This is an optimization exercise on Yosys and OpenROAD, whose aim is small area, a short achievable clock period and few clock cycles, not a production implementation.
The RTL was checked by simulation tests, not by an equivalence proof against the original design.
No activity file was given, so power comes from the tool's default toggle rates.

`flow/config.mk`:
```
export PLATFORM = sky130hd
export DESIGN_NAME = sspwm_ec
export DESIGN_NICKNAME = sspwm_ec
export VERILOG_FILES = /design/flow/design.v
export SDC_FILE = /design/flow/constraint.sdc
export NUM_CORES = 4
export LEC_CHECK = 0
export ABC_AREA = 1
export CAP_MARGIN = 20
export CORE_MARGIN = 2
export CORE_UTILIZATION = 40
export PLACE_DENSITY = 0.6
export SLEW_MARGIN = 20
```
`flow/constraint.sdc`:
```
create_clock -name core_clock -period 38.0 [get_ports {clk}]
set_input_delay 7.6000 -clock core_clock [delete_from_list [all_inputs] [get_ports {clk}]]
set_output_delay 7.6000 -clock core_clock [all_outputs]
set_load 0.01 [all_outputs]
```
`flow/design.v`:
```
module sspwm_ec (
    input  wire        clk,
    input  wire        rst,
    input  wire        cmd_valid,
    input  wire [31:0] cmd_word,
    output wire        cmd_ready,
    input  wire        rd_en,
    input  wire [15:0] rd_addr,
    output reg  [31:0] rd_data,
    output reg         rd_valid
);
    localparam integer N  = 16;
    localparam integer BW = 8;
    reg [N-1:0][BW-1:0]    bright;      
    reg                    rst_d;       
    reg [1:0][N-1:0][BW-1:0] dd;
    reg [1:0][BW-1:0]        top;
    reg [1:0][4:0]           cnt;
    reg [1:0][N-1:0][4:0]    ek;
    reg [1:0]                rz;
    reg              busy;
    reg              h_sel;
    reg              initd;
    reg              err_illegal;
    reg              err_badch;
    reg [1:0]        first_err;
    reg [31:0]       errcmd;            
    assign cmd_ready = ~busy;
    wire [3:0]  op  = cmd_word[31:28];
    wire [3:0]  rsv = cmd_word[27:24];
    wire [7:0]  ch  = cmd_word[23:16];
    wire [15:0] val = cmd_word[15:0];
    wire [BW-1:0] val_clamped = (|val[15:8]) ? 8'hFF : val[7:0];
    wire low_zero    = (cmd_word[27:0] == 28'h0);
    wire is_setter   = (op == 4'h1) || (op == 4'h2);
    wire is_illegal  = (rsv != 4'h0) ||
                       (op == 4'h0 && !low_zero) ||
                       ((op == 4'h3 || op == 4'h4) && !low_zero) ||
                       (op > 4'h4);
    wire is_all      = (ch == 8'hFF);
    wire is_badch    = !is_illegal && is_setter && !is_all && (ch[7:4] != 4'h0);
    wire do_set      = !is_illegal && is_setter && !is_badch;
    wire do_publish  = !is_illegal && ((op == 4'h2 && !is_badch) || op == 4'h3 || op == 4'h4);
    wire accept = cmd_valid & ~busy & ~rst;
    function automatic lt8(input [7:0] a, input [7:0] b);
        integer n;
        begin
            lt8 = 1'b0;
            for (n = 0; n < 8; n = n + 1)
                lt8 = (~a[n] & b[n]) | (~(a[n] & ~b[n]) & lt8);
        end
    endfunction
    function automatic lt6(input [5:0] a, input [5:0] b);
        integer n;
        begin
            lt6 = 1'b0;
            for (n = 0; n < 6; n = n + 1)
                lt6 = (~a[n] & b[n]) | (~(a[n] & ~b[n]) & lt6);
        end
    endfunction
    reg [N-1:0]  rem;           
    reg          cfirst;        
    reg [3:0]    j;             
    reg [BW-1:0] prev;          
    reg [N-1:0]  isz, isf, rem_eff, hit;
    reg [BW-1:0] nxt;
    reg [N-1:0][BW-1:0] t0;
    reg [7:0][BW-1:0]   t1;
    reg [3:0][BW-1:0]   t2;
    reg [1:0][BW-1:0]   t3;
    integer c;
    always @* begin
        for (c = 0; c < N; c = c + 1) begin
            isz[c]     = (bright[c] == 8'h00);
            isf[c]     = (bright[c] == 8'hFF);
            rem_eff[c] = cfirst ? (!isz[c] && !isf[c]) : rem[c];
        end
        for (c = 0; c < N; c = c + 1)
            t0[c] = bright[c] | {BW{~rem_eff[c]}};
        for (c = 0; c < 8; c = c + 1)
            t1[c] = lt8(t0[2*c], t0[2*c+1]) ? t0[2*c] : t0[2*c+1];
        for (c = 0; c < 4; c = c + 1)
            t2[c] = lt8(t1[2*c], t1[2*c+1]) ? t1[2*c] : t1[2*c+1];
        for (c = 0; c < 2; c = c + 1)
            t3[c] = lt8(t2[2*c], t2[2*c+1]) ? t2[2*c] : t2[2*c+1];
        nxt = lt8(t3[0], t3[1]) ? t3[0] : t3[1];
        for (c = 0; c < N; c = c + 1)
            hit[c] = rem_eff[c] && (bright[c] == nxt);
    end
    wire          any_rem  = |rem_eff;
    wire          done     = ~|(rem_eff & ~hit);
    wire [BW-1:0] prev_eff = cfirst ? 8'h00 : prev;
    wire [BW-1:0] gap      = nxt - prev_eff;
    wire [4:0]    jp1      = {1'b0, j} + 5'd1;
    wire          tgt      = ~h_sel;
    integer i, b;
    always @(posedge clk) begin
        rst_d <= rst;
        for (i = 0; i < N; i = i + 1)
            if (accept && do_set && (is_all || ch[3:0] == i))
                bright[i] <= val_clamped;
            else if (rst_d)
                bright[i] <= 8'hFF;
        if (accept && (is_illegal || is_badch) && first_err == 2'd0)
            errcmd <= cmd_word;
        if (rst) begin
            busy        <= 1'b0;
            h_sel       <= 1'b0;
            initd       <= 1'b0;
            err_illegal <= 1'b0;
            err_badch   <= 1'b0;
            first_err   <= 2'd0;
        end else if (busy) begin
            if (done) begin
                busy  <= 1'b0;
                h_sel <= ~h_sel;
            end
        end else if (accept) begin
            if (is_illegal) begin
                err_illegal <= 1'b1;
                if (first_err == 2'd0)
                    first_err <= 2'd1;
            end
            if (is_badch) begin
                err_badch <= 1'b1;
                if (first_err == 2'd0)
                    first_err <= 2'd2;
            end
            if (do_publish) begin
                busy <= 1'b1;
                if (op == 4'h4)
                    initd <= 1'b1;
            end
        end
    end
    always @(posedge clk) begin
        cfirst <= ~busy;
        if (busy) begin
            rem  <= rem_eff & ~hit;
            j    <= j + 4'd1;
            prev <= nxt;
        end else
            j    <= 4'd0;
        for (b = 0; b < 2; b = b + 1)
            if (busy && tgt == b) begin
                for (c = 0; c < N; c = c + 1) begin
                    if (hit[c])
                        ek[b][c] <= jp1;
                    else if (cfirst && !rem_eff[c])
                        ek[b][c] <= {5{isf[c]}};
                    if (j == c)
                        dd[b][c] <= gap;
                end
                if (done) begin
                    cnt[b] <= any_rem ? jp1 : 5'd0;
                    top[b] <= ~nxt | {BW{~any_rem}};
                end
            end
        if (rst)
            rz <= 2'b11;
        else
            for (b = 0; b < 2; b = b + 1)
                if (busy && done && tgt == b)
                    rz[b] <= 1'b0;
    end
    wire [4:0] kd = rd_addr[6:2];      
    wire [4:0] km = rd_addr[9:5];      
    reg [1:0][BW-1:0] dsel;
    reg [1:0][N-1:0]  msel, asel;
    always @* begin
        for (b = 0; b < 2; b = b + 1) begin
            if (kd[4])
                dsel[b] = (cnt[b] == 5'd16) ? top[b] : 8'h00;
            else if ({1'b0, kd} < cnt[b])
                dsel[b] = dd[b][kd[3:0]];
            else if (kd == cnt[b])
                dsel[b] = top[b];
            else
                dsel[b] = 8'h00;
            for (c = 0; c < N; c = c + 1) begin
                msel[b][c] = lt6({1'b0, ek[b][c]}, {1'b0, km} + 6'd2);
                asel[b][c] = (ek[b][c] == 5'd0);
            end
        end
    end
    wire          rb  = rd_addr[15];
    wire [BW-1:0] dv  = dsel[rb];
    wire [9:0]    dlt = {2'b00, dv} + {1'b0, dv, 1'b0};
    reg [31:0] rd_mux;
    always @* begin
        rd_mux = 32'd0;
        if (rd_addr[1:0] == 2'b00) begin
            if (rd_addr == 16'h0000)
                rd_mux = {16'd255, 8'd16, 8'd16};
            else if (rd_addr == 16'h0004)
                rd_mux = 32'd3;
            else if (rd_addr == 16'h0008)
                rd_mux = {16'd0, 5'd0, 1'b0, first_err, 1'b0, err_badch, err_illegal,
                          1'b0, h_sel, initd, 1'b0, busy};
            else if (rd_addr == 16'h000C)
                rd_mux = (first_err == 2'd0) ? 32'd0 : errcmd;
            else if (rd_addr[15:6] == 10'h004)
                rd_mux = {24'd0, bright[rd_addr[5:2]] | {8{rst_d}}};
            else if (rd_addr[15:14] == 2'b01 || rd_addr[15:14] == 2'b10) begin
                if (rd_addr[13:0] == 14'h0000)
                    rd_mux = {27'd0, rz[rb] ? 5'd0 : cnt[rb]};
                else if (rd_addr[13:0] == 14'h0080)
                    rd_mux = {16'd0, rz[rb] ? 16'd0 : asel[rb]};
                else if (rd_addr[13:10] == 4'b0001) begin
                    if (rd_addr[9:2] <= 8'd16)
                        rd_mux = rz[rb] ? ((kd == 5'd0) ? 32'd765 : 32'd0)
                                        : {22'd0, dlt};
                end
                else if (rd_addr[13:12] == 2'b01 && rd_addr[4:2] == 3'd0) begin
                    if (rd_addr[11:5] <= 7'd16)
                        rd_mux = {16'd0, rz[rb] ? 16'd0 : msel[rb]};
                end
            end
        end
    end
    always @(posedge clk) begin
        rd_valid <= rd_en & ~rst;
        rd_data  <= rd_mux;
    end
endmodule
```
`flow/run.sh`:
```
#!/bin/bash
# synth_recipe.tcl (not shown) runs the flow's synth.tcl, then flattens the netlist and writes it again
# the make line also repeats each setting of config.mk as NAME=value (left out here)
make -C /OpenROAD-flow-scripts/flow DESIGN_CONFIG=/design/flow/config.mk WORK_HOME=/design/flow/orfs CLKGATE_MAP_FILE= SYNTH_SCRIPT=/design/flow/synth_recipe.tcl finish
```
==> notes.md <==
The run finished with no timing, DRC or antenna violations. The footprint of the flip-flops and latches is between 15000 and 20000 sq um. The fraction of synthesis flops using an asynchronous set or reset pin came out at 0%. The max-cap violation count is 0. For this block, the via count after detailed routing is approximately 34k.

86 I/O pins were placed. The share of the clock period used by the worst path after layout is around a third. The dominant synthesized flop cell is sky130_fd_sc_hd__edfxtp_1. Synthesis inferred 674 register bits. The starting density of the core came out at between 40% and 50%. The sum of overflow across all layers after global routing is 0. The total core area came out at between 90000 and 100000 sq um. The nature of the critical path endpoint is a register. The floorplan step defined a die boundary enclosing about 97000 sq um. The maximum number of pins on one net before global-route repair is 58. The tree is rooted in a sky130_fd_sc_hd__clkbuf_16. The overall global routing resource usage came out at 28.1%. The initial antenna violation count is 1. The half-perimeter wire length after placement came out at between 100000 and 150000 um. The number of unique standard cell types used by synthesis came out at 69. The max-slew violation count came out at 0.

Data on the critical path is required at its endpoint by slightly below 40 ns. Hold repair after CTS inserted 0 buffers. The cell count after synthesis came out at between 4k and 5k. The power density over the cells came out at about 38 nW/um^2. The number of DRC markers in iteration 0 came out at between 3k and 4k.

The H-tree generated during clock tree synthesis spans 3 levels. The number of vias per cell after detailed routing came out at between 5 and 6. The worst hold path belongs to the class reg2reg. The final setup TNS is 0 ns. After detailed routing, the average wire length per cell comes to ~24 um. The count of nets after finishing came out at approximately 4.6k.

The total power consumption of the routed design is roughly 1.6 mW. The largest total area in the synthesized netlist belongs to sky130_fd_sc_hd__edfxtp_1. The post-CTS setup buffer count is 0.

The area share of the largest cell type after synthesis is about 50%. Along the worst path, the maximum fanout reaches 55. The largest voltage drop on the vdd net came out at 27.9 uV. Yosys attributes the largest share of cell area to sky130_fd_sc_hd__edfxtp_1 (50%), sky130_fd_sc_hd__nand2_1 (12%), sky130_fd_sc_hd__inv_1 (5.4%), sky130_fd_sc_hd__nor2_1 (3.7%), sky130_fd_sc_hd__nand3_1 (3.5%). The total of cells resized after clock tree synthesis came out at 0.

For the pin with the worst max-slew slack, the measured transition is about 1.1 ns. The maximum root-to-sink buffer count came out at 3. The worst setup path is launched from an input port.

Setup repair after global routing left no endpoint under its margin. The finished cells cover between 40000 and 50000 sq um. The number of nets in the synthesized netlist is between 4k and 5k. In this run the tool buffered the top-level ports with 85 buffer cells.

The total detailed-routing wirelength is approximately 140000 um. The final count of hold timing violations was 0. The number of antenna repair diodes came out at 0.

The number of buffers inserted during clock tree synthesis came out at 75. The total area of multi-input combinational cells is roughly 15000 sq um. The post-detailed-route DRC marker count came out at 0. In the layout the commonest cells are sky130_fd_sc_hd__nand2_1 (1232), sky130_fd_sc_hd__edfxtp_1 (626), sky130_fd_sc_hd__inv_1 (547). The count of nets left with antenna violations after detail routing came out at 0.

At the end of routability-driven placement, the weighted congestion stood at slightly below 1. The detailed-router iteration count before antenna repair came out at 8. The register area share after synthesis came out at ~52%. The worst setup path is of the in2reg kind. The instance area at placement came out at 40100 sq um.

The filler cell count in the final layout came out at roughly 9.2k. The standard-cell row count is ~110. Measured along the x axis, the die boundary spans a little over 300 um.

Measured against its own limit, the worst slew margin works out to 26.0%. The number of enable flip-flop cells after synthesis is 626. The worst setup margin is 25.27 ns. The shortest clock period the worst path allows after layout is approximately 13 ns. TritonCTS built the clock tree. The commonest non-fill, non-tap cell in the layout is sky130_fd_sc_hd__nand2_1. The cell leakage power is 17.4 nW.

The cell area after synthesis is around 38000 sq um. Between clock sinks in the finished design, the worst skew comes to around 0.033 ns. The die height is between 300 and 400 um.

The TritonCTS sink count is ~670. After synthesis, the mean cell area works out to 8.48 sq um. Timing would allow up to 0.0786 GHz. The endpoint arrival time on the critical path is around 13 ns. The final standard cell utilization of the core came out at a little under half.

Setup violations remaining at the end of the flow were counted as 0. The growth of design area from synthesis to finish came out at 12.0%. For this run, the number of Yosys warnings is 1.

The fraction of layout cells with a size suffix above 1 came out at between 7 and 8%. The source-to-sink clock delay at the later pin of the worst-skew pair came out at 0.63 ns. The first-pass GRT wire length came out at between 200000 and 250000 um. The placement-stage worst setup slack is between 20 and 25 ns. Clock-pin slew was measured on the worst setup and hold paths at around 0.070 ns. The number of global-route vias before repair came to slightly above 30k.
## critical path, stage by stage
cell and delay, ns:
sky130_fd_sc_hd__clkdlybuf4s50_1 0.79, sky130_fd_sc_hd__inv_1 0.14, sky130_fd_sc_hd__nor2_4 0.10, sky130_fd_sc_hd__buf_4 0.59
sky130_fd_sc_hd__inv_2 0.57, sky130_fd_sc_hd__o22a_1 0.34, sky130_fd_sc_hd__o221ai_1 0.08, sky130_fd_sc_hd__nor2_1 0.06
sky130_fd_sc_hd__o2111a_1 0.30, sky130_fd_sc_hd__a31oi_1 0.14, sky130_fd_sc_hd__o21ai_0 0.11, sky130_fd_sc_hd__nand2_1 0.13
sky130_fd_sc_hd__inv_1 0.06, sky130_fd_sc_hd__ha_1 0.22, sky130_fd_sc_hd__fa_1 0.45, sky130_fd_sc_hd__a21oi_1 0.15
sky130_fd_sc_hd__o21bai_1 0.09, sky130_fd_sc_hd__nand2_1 0.08, sky130_fd_sc_hd__nand2_1 0.05, sky130_fd_sc_hd__a21oi_1 0.21
sky130_fd_sc_hd__xnor2_1 0.14, sky130_fd_sc_hd__o21ai_0 0.10, sky130_fd_sc_hd__o311a_1 0.15, sky130_fd_sc_hd__o311ai_0 0.32
sky130_fd_sc_hd__nand2_1 0.10, sky130_fd_sc_hd__inv_1 0.06
## Yosys cell counts (all sizes together) (3+ instances only)
cell     instances
xnor2            4
o211ai          17
a221oi          27
o21ai          296
dfxtp           48
nand2         1311
or2             25
a221o           11
nand3b          10
o22ai          148
a22oi           79
nor2           380
or4             12
edfxtp         626
a32o             8
a211oi           4
clkinv          11
o311ai          12
ha              34
o21bai           4
o31ai           16
a21oi          137
o41ai            5
nand3          278
inv            589
nor4            28
o21a             6
clkbuf         109
o221ai          12
nand4           48
a31oi           32
o2111a           3
o2111ai         15
a22o            12
xor2            23
buf             47
nor3            26
## stage by stage
step | hold slack, ns | std cells
after floorplan | 0.412 | 4470
after global placement | 0.416 | 5707
after detailed placement | 0.422 | 5707
after CTS | 0.434 | 5842
after global routing | 0.458 | 5845
final | 0.436 | 5845
## layer usage
metal | up-vias | part of all wire (%) | global-route usage (%)
li1 | 15500 | - | -
met1 | 16000 | 42 | 39.3
met2 | 1757 | 44 | 42.7
met3 | 306 | 11 | 6.20
met4 | 0 | 3.6 | 10.0
met5 | - | 0 | 0
## worst paths after layout
| check | endpoint | cells past startpoint | slack (ns) | start |
|---|---|---|---|---|
| hold / removal | rd_data[23] | 2 | 0.44 | errcmd[23] |
| hold reg to reg | rd_data[23] | 2 | 0.44 | errcmd[23] |
| setup / recovery | rd_data[7] | 26 | 25.27 | rd_addr[3] |
| setup reg to reg | cnt[6] | 56 | 28.50 | cfirst |
## area by class of cell
class                   instances  share of cell area, %
flip-flops and latches        674                   46.5
multi-input cells            3040                   36.0
inverters                     600                   5.31
clock buffers                  94                   4.61
well taps                    1254                   3.69
repair buffers                142                   3.03
clock inverters                41                  0.884
## cells by family after synthesis
family	after synthesis	share of synthesized area (%)
buf+inv	756	7.96
mux	1	0.0264
compound gates	856	14.1
simple gates	2120	24.0
flops	674	52.1
fa+ha+maj	36	1.23
xor+xnor	27	0.623
## power by group
group	switching [mW]	total, mW	internal (mW)
clock	0.303	0.710	0.407
sequential	0.000892	0.804	0.803
combinational	0.0588	0.0861	0.0273
## flip-flops by register name, summed over array words and instances (netlist names), 2 cells and up, named ones only
name,cells
bright,128
j,4
prev,8
errcmd,32
top,16
rem,16
rd_data,32
cnt,10
ek,160
rz,2
dd,256
Testbench counts, summed over its fixed seeds: cycles 20,185.

## afterwards: timing with drivers on the ports
Ports are ideal in the flow. The routed layout listed here was re-timed in OpenROAD. Step 1 (the two cells are an assumption about what drives the block):
set clk [get_ports {clk}]
set_driving_cell -lib_cell sky130_fd_sc_hd__clkbuf_16 $clk
set_driving_cell -lib_cell sky130_fd_sc_hd__buf_2 [delete_from_list [all_inputs] $clk]
Step 2 adds t to the input delays and takes it off the output delays; t is the mean of the earliest and latest rising clock arrival at the registers after step 1. Input paths then give back, and output paths get back, about the clock's delay inside the block. Slacks: ideal ports / drivers / drivers and shift; pairs: ideal ports / drivers.
shift t [ns]: 0.682
setup WS [ns]: 25.272 / 25.312 / 24.629
latest minus earliest clock arrival (ns): 0.034 / 0.033
cell pins on the clock port's net: 1
After both steps setup and hold are still met in this run. The setup slack of this run moves by +0.040 ns with the drivers and by -0.643 ns with both steps.
